What follows belongs to an exercise in optimizing a design on an open flow for small area, a short achievable clock period and few clock cycles; a production flow would make more cautious choices.
Power and IR drop assume default switching activity.

## run a
==> flow/design.v <==
module rvf_curve_builder (
    input  wire        clk,
    input  wire        rst,
    input  wire        start,
    input  wire [6:0]  bw,           
    input  wire [6:0]  bh,           
    output wire        idle,
    output reg         wr_valid,
    output reg  [11:0] wr_addr,      
    output reg  [11:0] wr_data,      
    output reg         done
);
    reg        idle_r;
    reg        su;               
    reg        run;              
    reg        f1, f2;           
    reg [5:0]  w1;               
    reg        k0;               
    reg [5:0]  ox, oy;           
    reg [5:0]  xh;               
    reg [5:0]  yh;               
    reg [11:0] t;                
    reg [5:0]  ty;               
    reg [11:0] rb;               
    reg        ev;               
    reg [5:0]  xa;               
    assign idle = idle_r;
    wire [5:0] h1 = yh;
    wire [5:0] v = w1 | h1;
    wire [5:0] th;               
    genvar gj;
    generate for (gj = 0; gj < 6; gj = gj + 1) begin : g_th
        assign th[gj] = |v[5:gj];
    end endgenerate
    wire [5:0] dw = th & ~w1;    
    wire [5:0] dh = th & ~h1;
    wire [5:0] ox_w = {1'b0, dw[5:1]};
    wire [5:0] oy_w = {1'b0, dh[5:1]};
    wire [6:0] cw = {1'b0, dw} + 7'd1;
    wire [6:0] ch = {1'b0, dh} + 7'd1;
    wire [5:0] xh_w = th & ~cw[6:1];
    wire [5:0] yh_w = th & ~ch[6:1];
    wire [5:0] d1, d0, sw, cp;
    wire [5:0] x, y;
    generate for (gj = 0; gj < 6; gj = gj + 1) begin : g_pos
        assign d1[gj] = t[2*gj+1];
        assign d0[gj] = t[2*gj];
        if (gj == 5) begin : g_top
            assign sw[gj] = k0;
            assign cp[gj] = 1'b0;
        end else begin : g_low
            assign sw[gj] = k0 ^ ((5 - gj) % 2 == 1) ^ (^d1[5:gj+1]) ^ (^d0[5:gj+1]);
            assign cp[gj] = ^(d1[5:gj+1] & d0[5:gj+1]);
        end
        assign x[gj] = d1[gj] ^ cp[gj] ^ (d0[gj] & sw[gj]);
        assign y[gj] = d1[gj] ^ cp[gj] ^ (d0[gj] & ~sw[gj]);
    end endgenerate
    wire [5:0] glx = ~x & ox, elx = ~(x ^ ox);
    wire [5:0] ghx = x & ~xh, ehx = ~(x ^ xh);
    wire [5:0] gly = ~y & oy, ely = ~(y ^ oy);
    wire [5:0] ghy = y & ~yh, ehy = ~(y ^ yh);
    wire [5:0] ltx, gtx, lty, gty, out;
    generate for (gj = 0; gj < 6; gj = gj + 1) begin : g_cmp
        if (gj == 5) begin : g_top
            assign ltx[gj] = glx[gj];
            assign gtx[gj] = ghx[gj];
            assign lty[gj] = gly[gj];
            assign gty[gj] = ghy[gj];
        end else begin : g_low
            assign ltx[gj] = ltx[gj+1] | (glx[gj] & (&elx[5:gj+1]));
            assign gtx[gj] = gtx[gj+1] | (ghx[gj] & (&ehx[5:gj+1]));
            assign lty[gj] = lty[gj+1] | (gly[gj] & (&ely[5:gj+1]));
            assign gty[gj] = gty[gj+1] | (ghy[gj] & (&ehy[5:gj+1]));
        end
        assign out[gj] = ltx[gj] | gtx[gj] | lty[gj] | gty[gj];
    end endgenerate
    wire [6:0] sk;
    assign sk[0] = out[0];
    generate for (gj = 1; gj < 6; gj = gj + 1) begin : g_sk
        assign sk[gj] = out[gj] & ~(|t[2*gj-1:0]);
    end endgenerate
    assign sk[6] = 1'b0;
    wire [11:0] m;
    generate for (gj = 0; gj < 12; gj = gj + 1) begin : g_m
        assign m[gj] = sk[gj/2 + 1];
    end endgenerate
    wire [11:0] tm = t | m;
    wire [11:0] cy;              
    wire [11:0] t_step;
    generate for (gj = 0; gj < 12; gj = gj + 1) begin : g_step
        if (gj == 0) begin : g_b0
            assign cy[gj] = 1'b1;
        end else begin : g_bn
            assign cy[gj] = &tm[gj-1:0];
        end
        assign t_step[gj] = (tm[gj] ^ cy[gj]) & ~m[gj];
    end endgenerate
    wire t_last = &tm;           
    wire [5:0] ty_p = ty + 6'd1;
    wire [5:0] ty_m = ty - 6'd1;
    wire       y_eq = (y == ty);
    wire [5:0] gu = y & ~ty, eu = ~(y ^ ty);
    wire [5:0] upc;              
    generate for (gj = 0; gj < 6; gj = gj + 1) begin : g_up
        if (gj == 5) begin : g_top
            assign upc[gj] = gu[gj];
        end else begin : g_low
            assign upc[gj] = upc[gj+1] | (gu[gj] & (&eu[5:gj+1]));
        end
    end endgenerate
    wire       y_up = upc[0];
    wire       y_dn = ~upc[0] & ~y_eq;
    wire       y_st = ~y_up & ~y_dn;
    wire       near = y_eq | (y == ty_p) | (y == ty_m);
    wire       emit = run & ~out[0];
    wire       stall = emit & ~near;
    wire [11:0] rb_p = rb + {6'd0, w1} + 12'd1;       
    wire [11:0] rb_m = rb + {6'h3f, ~w1};             
    always @(posedge clk) begin
        if (rst) begin
            idle_r   <= 1'b1;
            su       <= 1'b0;
            run      <= 1'b0;
            f1       <= 1'b0;
            f2       <= 1'b0;
            ev       <= 1'b0;
            wr_valid <= 1'b0;
            done     <= 1'b0;
        end else begin
            su       <= idle_r & start;
            f1       <= run & t_last & ~stall;
            f2       <= f1;
            done     <= f2;
            ev       <= emit & near;
            wr_valid <= ev;
            if (idle_r & start) idle_r <= 1'b0;
            if (f2) idle_r <= 1'b1;
            if (su) run <= 1'b1;
            if (run & t_last & ~stall) run <= 1'b0;
        end
        if (idle_r) begin
            w1 <= bw[5:0] - 6'd1;
            yh <= bh[5:0] - 6'd1;
        end
        if (su) begin
            k0 <= ^th;
            ox <= ox_w;
            oy <= oy_w;
            xh <= xh_w;
            yh <= yh_w;
        end
        if (su) begin
            t  <= 12'd0;
            ty <= oy_w;
            rb <= -{6'd0, ox_w};
        end else begin
            if (!stall) t <= t_step;
            ty <= ({6{y_up}} & ty_p) | ({6{y_dn}} & ty_m) | ({6{y_st}} & ty);
            rb <= ({12{y_up}} & rb_p) | ({12{y_dn}} & rb_m) | ({12{y_st}} & rb);
        end
        xa <= x;
        wr_addr <= rb + {6'd0, xa};
        if (su) wr_data <= 12'd0;
        else wr_data <= wr_data + {11'd0, wr_valid};
    end
endmodule
Settings: LEC_CHECK=0, ABC_AREA=1, CAP_MARGIN=20, CORE_MARGIN=2, CORE_UTILIZATION=40, PLACE_DENSITY=0.6, SLEW_MARGIN=20; clock period 10.0 ns.
standard.sh (not shown) runs the stock make flow with config.mk's settings and CLKGATE_MAP_FILE= SYNTH_SCRIPT=/design/flow/synth_recipe.tcl, a recipe that flattens the netlist after the stock synthesis.
==> flow/flow/run.sh <==
#!/bin/bash
# The standard layout (standard.sh), with four changes to how it is made:
# - synthesis is synth_recipe.tcl's (synth -nofsm -noshare, flatten, rename)
#   except that its ABC call maps with flow/abc.script, a delay-targeted
#   mapping (1400 ps, two rounds) with area recovery, and Yosys does not extract full and
#   half adders before ABC; registers are mapped as before;
# - timing repair aims at a setup margin of 7.0 ns;
# - the port buffers are sky130_fd_sc_hd__buf_2 cells;
# - clock tree synthesis adds no dummy loads.
# make's full output goes to standard_flow.log, each tool's own log to
# orfs/logs/.
set -euo pipefail
here=$(pwd)
export MY_ABC_SCRIPT=$here/flow/abc.script
bash standard.sh SYNTH_SCRIPT=$here/flow/synth.tcl SETUP_SLACK_MARGIN=7.0 \
  'BUFFER_PORTS_ARGS=-buffer_cell sky130_fd_sc_hd__buf_2' \
  'CTS_ARGS=-sink_clustering_enable -repair_clock_nets -dont_use_dummy_load -buf_list sky130_fd_sc_hd__clkbuf_8' \
  finish > standard_flow.log 2>&1
==> flow/flow/abc.script <==
strash
dc2
dch
map -D 1400
strash
dc2
dch
map -D 1400
topo
stime -c
buffer -c
upsize -c -D 1400
dnsize -c -D 1400
==> flow/flow/synth.tcl <==
proc synth {args} { yosys synth -nofsm -noshare {*}$args }
proc abc {args} {
  set i [lsearch -exact $args -script]
  if { $i >= 0 } {
    set args [lreplace $args $i [expr {$i + 1}] -script $::env(MY_ABC_SCRIPT)]
  }
  puts "abc wrapper: $args"
  yosys abc {*}$args
}
proc extract_fa {args} { puts "extract_fa skipped" }
source $::env(SCRIPTS_DIR)/synth.tcl
# left out here: clear keep_hierarchy, flatten, clean up, hide names made inside functions, write 1_2_yosys.v
Run a | status: complete | timing, DRC, antenna: pass
### run a -> run b
-- flow/design.v --
<<< run a, line 21
    reg [5:0]  yh;               
    reg [11:0] t;                
    reg [5:0]  ty;               
    reg [11:0] rb;               
>>> run b, line 21
    reg [5:0]  yh;               
    reg [11:0] t;                
    reg        vd;               
    reg [5:0]  xd, yd;           
    reg [5:0]  ty;               
    reg [11:0] rb;               
<<< run a, line 56
        assign y[gj] = d1[gj] ^ cp[gj] ^ (d0[gj] & ~sw[gj]);
    end endgenerate
    wire [5:0] glx = ~x & ox, elx = ~(x ^ ox);
    wire [5:0] ghx = x & ~xh, ehx = ~(x ^ xh);
    wire [5:0] gly = ~y & oy, ely = ~(y ^ oy);
    wire [5:0] ghy = y & ~yh, ehy = ~(y ^ yh);
    wire [5:0] ltx, gtx, lty, gty, out;
    generate for (gj = 0; gj < 6; gj = gj + 1) begin : g_cmp
>>> run b, line 58
        assign y[gj] = d1[gj] ^ cp[gj] ^ (d0[gj] & ~sw[gj]);
    end endgenerate
    wire [5:0] glx = ~xd & ox, elx = ~(xd ^ ox);
    wire [5:0] ghx = xd & ~xh, ehx = ~(xd ^ xh);
    wire [5:0] gly = ~yd & oy, ely = ~(yd ^ oy);
    wire [5:0] ghy = yd & ~yh, ehy = ~(yd ^ yh);
    wire [5:0] ltx, gtx, lty, gty, out;
    generate for (gj = 0; gj < 6; gj = gj + 1) begin : g_cmp
<<< run a, line 76
    end endgenerate
    wire [6:0] sk;
    assign sk[0] = out[0];
    generate for (gj = 1; gj < 6; gj = gj + 1) begin : g_sk
        assign sk[gj] = out[gj] & ~(|t[2*gj-1:0]);
    end endgenerate
    assign sk[6] = 1'b0;
>>> run b, line 78
    end endgenerate
    wire [6:0] sk;
    assign sk[0] = vd & out[0];
    generate for (gj = 1; gj < 6; gj = gj + 1) begin : g_sk
        assign sk[gj] = vd & out[gj] & t[0] & ~(|t[2*gj-1:1]);
    end endgenerate
    assign sk[6] = 1'b0;
<<< run a, line 96
        assign t_step[gj] = (tm[gj] ^ cy[gj]) & ~m[gj];
    end endgenerate
    wire t_last = &tm;           
    wire [5:0] ty_p = ty + 6'd1;
    wire [5:0] ty_m = ty - 6'd1;
    wire       y_eq = (y == ty);
    wire [5:0] gu = y & ~ty, eu = ~(y ^ ty);
    wire [5:0] upc;              
    generate for (gj = 0; gj < 6; gj = gj + 1) begin : g_up
>>> run b, line 98
        assign t_step[gj] = (tm[gj] ^ cy[gj]) & ~m[gj];
    end endgenerate
    wire t_last = vd & (sk[1] ? (&tm) : ~(|t));
    wire bubble = sk[1];         
    wire [5:0] ty_p = ty + 6'd1;
    wire [5:0] ty_m = ty - 6'd1;
    wire       y_eq = (yd == ty);
    wire [5:0] gu = yd & ~ty, eu = ~(yd ^ ty);
    wire [5:0] upc;              
    generate for (gj = 0; gj < 6; gj = gj + 1) begin : g_up
<<< run a, line 109
        end
    end endgenerate
    wire       y_up = upc[0];
    wire       y_dn = ~upc[0] & ~y_eq;
    wire       y_st = ~y_up & ~y_dn;
    wire       near = y_eq | (y == ty_p) | (y == ty_m);
    wire       emit = run & ~out[0];
    wire       stall = emit & ~near;
    wire [11:0] rb_p = rb + {6'd0, w1} + 12'd1;       
    wire [11:0] rb_m = rb + {6'h3f, ~w1};             
    always @(posedge clk) begin
        if (rst) begin
>>> run b, line 112
        end
    end endgenerate
    wire       y_up = vd & upc[0];
    wire       y_dn = vd & ~upc[0] & ~y_eq;
    wire       y_st = ~y_up & ~y_dn;
    wire       near = y_eq | (yd == ty_p) | (yd == ty_m);
    wire       emit = run & vd & ~out[0];
    wire       stall = emit & ~near;
    wire [6:0]  bwp = {1'b0, w1} + 7'd1;             
    wire [11:0] rb_n = rb + (({12{y_up}} & {5'd0, bwp}) | ({12{y_dn}} & {6'h3f, ~w1}));
    always @(posedge clk) begin
        if (rst) begin
<<< run a, line 125
            f2       <= 1'b0;
            ev       <= 1'b0;
            wr_valid <= 1'b0;
            done     <= 1'b0;
>>> run b, line 128
            f2       <= 1'b0;
            ev       <= 1'b0;
            vd       <= 1'b0;
            wr_valid <= 1'b0;
            done     <= 1'b0;
<<< run a, line 130
            su       <= idle_r & start;
            f1       <= run & t_last & ~stall;
            f2       <= f1;
            done     <= f2;
>>> run b, line 134
            su       <= idle_r & start;
            f1       <= run & t_last & ~stall;
            if (su) vd <= 1'b0;
            else if (!stall) vd <= ~bubble;
            f2       <= f1;
            done     <= f2;
<<< run a, line 155
            rb <= -{6'd0, ox_w};
        end else begin
            if (!stall) t <= t_step;
            ty <= ({6{y_up}} & ty_p) | ({6{y_dn}} & ty_m) | ({6{y_st}} & ty);
            rb <= ({12{y_up}} & rb_p) | ({12{y_dn}} & rb_m) | ({12{y_st}} & rb);
        end
        xa <= x;
        wr_addr <= rb + {6'd0, xa};
        if (su) wr_data <= 12'd0;
>>> run b, line 161
            rb <= -{6'd0, ox_w};
        end else begin
            if (!stall) begin
                t  <= t_step;
                xd <= x;
                yd <= y;
            end
            ty <= ({6{y_up}} & ty_p) | ({6{y_dn}} & ty_m) | ({6{y_st}} & ty);
            rb <= rb_n;
        end
        xa <= xd;
        wr_addr <= rb + {6'd0, xa};
        if (su) wr_data <= 12'd0;
- On highest ir drop seen on vdd: between run b and run a, it ends up higher for run a.
- Run b: register share of total power 8.7 points above run a
- Between run a and run b, the flow reports global placer's final weighted congestion decreasing by a few percent.
- Between run b and run a, the post-synth net total is lower for run b.
- The run with more routed wire is run a, not run b.
- On sequential share of cell area, the higher figure sits with run b, not run a.
- Time the final worst path needs with I/O delays and setup (lower): run b
- Run b improves on run a in global-route wire length before repair.
- Full die area went down by a few percent going from run a to run b.
- Run b packs its core more loosely than run a.
- Against run a as the reference, run b delivers a higher share of power burned in the clock network.
- Run b ends up with lower worst hold margin than run a does.
- Looking at met2 demand-to-capacity share in global routing, run b sits 0.95 points higher than run a does.
Function was not checked in any run of this note: the RTL went through the layout flow alone.

static timing again, ports no longer ideal:
No port has a modelled driver above. Below, the same layouts with a new extraction and two added sets of constraints. Step 1 (the two cells are an assumption about what drives the block):
set clk [get_ports {clk}]
set_driving_cell -lib_cell sky130_fd_sc_hd__clkbuf_16 $clk
set_driving_cell -lib_cell sky130_fd_sc_hd__buf_2 [delete_from_list [all_inputs] $clk]
Step 2, shift: input delay + t, output delay - t, t = (earliest + latest rising clock arrival at the registers) / 2. This alone moves slack from input paths to output paths. a / b / c = no drivers / after step 1 / after step 2; a / b = the first two.
run	t, ns	setup WS [ns]	worst setup path at the end
run a	0.424	6.873 / 6.873 / 6.848	input to register
run b	0.419	7.030 / 7.030 / 6.775	input to register
After both steps every run listed still meets setup and hold. The setup slack of run b, which loses most, moves by 0.000 ns with the drivers and by -0.255 ns with both steps.
